Context: an optimization exercise on an open-source flow, tuned for small area, a short achievable clock period and few clock cycles. The choices shown serve that exercise and are no tape-out recipe.
Power and IR drop assume default switching activity.

Setup of run 1:
## nbc_stream_dec
module nbc_stream_dec (
    input  wire        clk,
    input  wire        rst,
    input  wire        cmd_valid,
    output wire        cmd_ready,
    input  wire [1:0]  cmd_mode,
    input  wire [63:0] cmd_acc,
    input  wire        in_valid,
    output wire        in_ready,
    input  wire [63:0] in_data,
    output reg         out_valid,
    input  wire        out_ready,
    output reg  [63:0] out_data,
    output reg         out_last
);
    localparam S_COUNT = 2'd0;    
    localparam S_SLOT  = 2'd1;    
    localparam S_HDR   = 2'd2;    
    localparam S_END   = 2'd3;    
    reg [1:0]   state;
    reg         have_cmd;
    reg         cmd_rdy;
    reg         m_acc;       
    reg         m_delta;     
    reg [31:0]  remain;      
    reg         rem_zero;    
    reg         rem_is1;     
    reg         rem_le1;     
    reg [4:0]   blk_n;
    reg [7:0]   blk_m;       
    reg         odd;         
    reg [2:0]   idx;
    reg [4:0]   sm;          
    reg [4:0]   sc;          
    reg [63:0]  w0, w1, w2;
    reg [1:0]   wk;          
    reg         in_rdy;
    reg [4:0]   p;           
    reg         f_valid;
    reg         f_load;      
    reg         f_last;
    reg         f_acc;       
    reg         f_cy;        
    reg [63:0]  f;
    assign in_ready  = in_rdy;
    assign cmd_ready = cmd_rdy;
    wire go     = !out_valid || out_ready;   
    wire en1    = !f_valid || go;            
    wire cmd_go = cmd_valid && cmd_rdy;
    wire take   = in_valid && in_rdy;
    wire       drop  = p[4];                 
    wire [1:0] wk_e  = wk - {1'b0, drop};    
    wire       have1 = (wk_e != 2'd0);
    wire       have2 = wk_e[1];
    wire [127:0] win = drop ? {w2, w1} : {w1, w0};
    wire [63:0]  ext = win >> {p[3:0], 2'b00};
    wire [63:0] lo       = drop ? w1 : w0;
    wire [31:0] cnt      = lo[31:0];
    wire        cnt_zero = (cnt == 32'd0);
    wire [15:0] hdr     = (state == S_COUNT) ? lo[47:32] : ext[15:0];
    wire [4:0]  hdr_n   = hdr[4:0];
    wire [7:0]  hdr_m   = hdr[15:8];
    reg  [63:0] smask;
    integer j;
    always @(*) begin
        for (j = 0; j < 16; j = j + 1)
            smask[4*j +: 4] = (j < sm) ? 4'hF : 4'h0;
    end
    wire        last    = (idx == 3'd7);
    wire        pad7    = blk_n[0] & (odd ^ !blk_m[0] ^ !blk_m[1]);
  ...
Size: about 2900 cells after synthesis, about 200 I/O pins, ~25000 um2 of cells after synthesis.
==> flow/config.mk <==
export PLATFORM = sky130hd
export DESIGN_NAME = nbc_stream_dec
export DESIGN_NICKNAME = nbc_stream_dec
export VERILOG_FILES = /design/flow/design.v
export SDC_FILE = /design/flow/constraint.sdc
export NUM_CORES = 4
export LEC_CHECK = 0
export CAP_MARGIN = 20
export CORE_MARGIN = 2
export CORE_UTILIZATION = 30
export PLACE_DENSITY = 0.75
export SETUP_SLACK_MARGIN = 4.5
export SLEW_MARGIN = 20
export TNS_END_PERCENT = 10
==> flow/constraint.sdc <==
create_clock -name core_clock -period 8.0 [get_ports {clk}]
set_input_delay 1.6000 -clock core_clock [delete_from_list [all_inputs] [get_ports {clk}]]
set_output_delay 1.6000 -clock core_clock [all_outputs]
set_load 0.01 [all_outputs]
run.sh (not shown) runs the stock make flow with config.mk's settings and CLKGATE_MAP_FILE= SYNTH_SCRIPT=/design/flow/synth_recipe.tcl, a recipe that flattens the netlist after the stock synthesis.
Run 1 went all the way through the flow, and no timing, DRC or antenna check failed.
Relative to run 1, the following input files were edited for run 2:
- PLACE_DENSITY: 0.75 -> unset
- SETUP_SLACK_MARGIN: 4.5 -> 4.0
Findings:
Run 2 vs. run 1: number of buffers outside the clock class in the layout went down by 7.
Any difference in worst hold slack between run 2 and run 1 is small enough to ignore.
The final total power on run 1 is in line with that on run 2.
The reported sequential group power was comparable across run 1 and run 2.
Final area on run 2 is ahead of run 1.
Between run 1 and run 2, final antenna diode count is higher for run 1, run 2 comes in under that.
Relative to run 2, the following input files were edited for run 3:
- SETUP_SLACK_MARGIN now 5, was 4.0
- TNS_END_PERCENT no longer set, was 10
Going from run 2 to run 3, post-route non-filler standard cell count grows by 170. Compared run 3 against run 2; area of the die within noise. Run 3 against run 2: routed wire length on met3 went up; total clock buffers created by CTS went down; critical path depth went up; overall power went up; wire length went up.
What run 4 does differently from run 3 at the input level:
- a change of SETUP_SLACK_MARGIN from 5 to 4.5
==> comparison <==
Diff run 3..run 4 | cell area after placement | negligible
Global placement routability congestion for run 4: 2.3% down relative to run 3
Run 4 against run 3: core occupancy in the finished layout went down by 2.9 points; logic depth of the worst register-to-register path went down by 3; power density over the cells went up by about 2.2%.
Compared with run 3, run 4 shows a final worst-path setup slack that is 0.0097 ns higher.
Function was not checked in any run of this note: the RTL went through the layout flow alone.

-- static timing again, ports no longer ideal --
In the flow no input, the clock included, has a driving cell. The finished layouts below were timed again as built, in two steps.
Step 1: set_driving_cell puts a clkbuf_16 on clk and a buf_2 on each other input, an assumption about the parent block.
Step 2 times the ports against the registers' clock, not the clock port: input delays grow and output delays shrink by t, the midpoint of the rising clock arrivals with the driver on.
a / b / c = ideal / step 1 / step 2; a / b = the first two.
run | t, ns | setup slack, ns | worst setup path at the end | clock arrival spread, ns | cell pins on the clock port's net
run 1 | 0.646 | 4.470 / 4.470 / 3.937 | input to register | 0.034 / 0.034 | 1
run 2 | 0.654 | 4.162 / 4.162 / 3.915 | input to register | 0.031 / 0.032 | 1
run 3 | 0.633 | 4.466 / 4.466 / 4.269 | input to register | 0.038 / 0.037 | 1
run 4 | 0.654 | 4.475 / 4.475 / 4.202 | input to register | 0.033 / 0.032 | 1
After both steps every run listed still meets setup and hold. For run 1, which loses most, drivers alone change the setup slack by 0.000 ns; drivers and shift together by -0.533 ns.
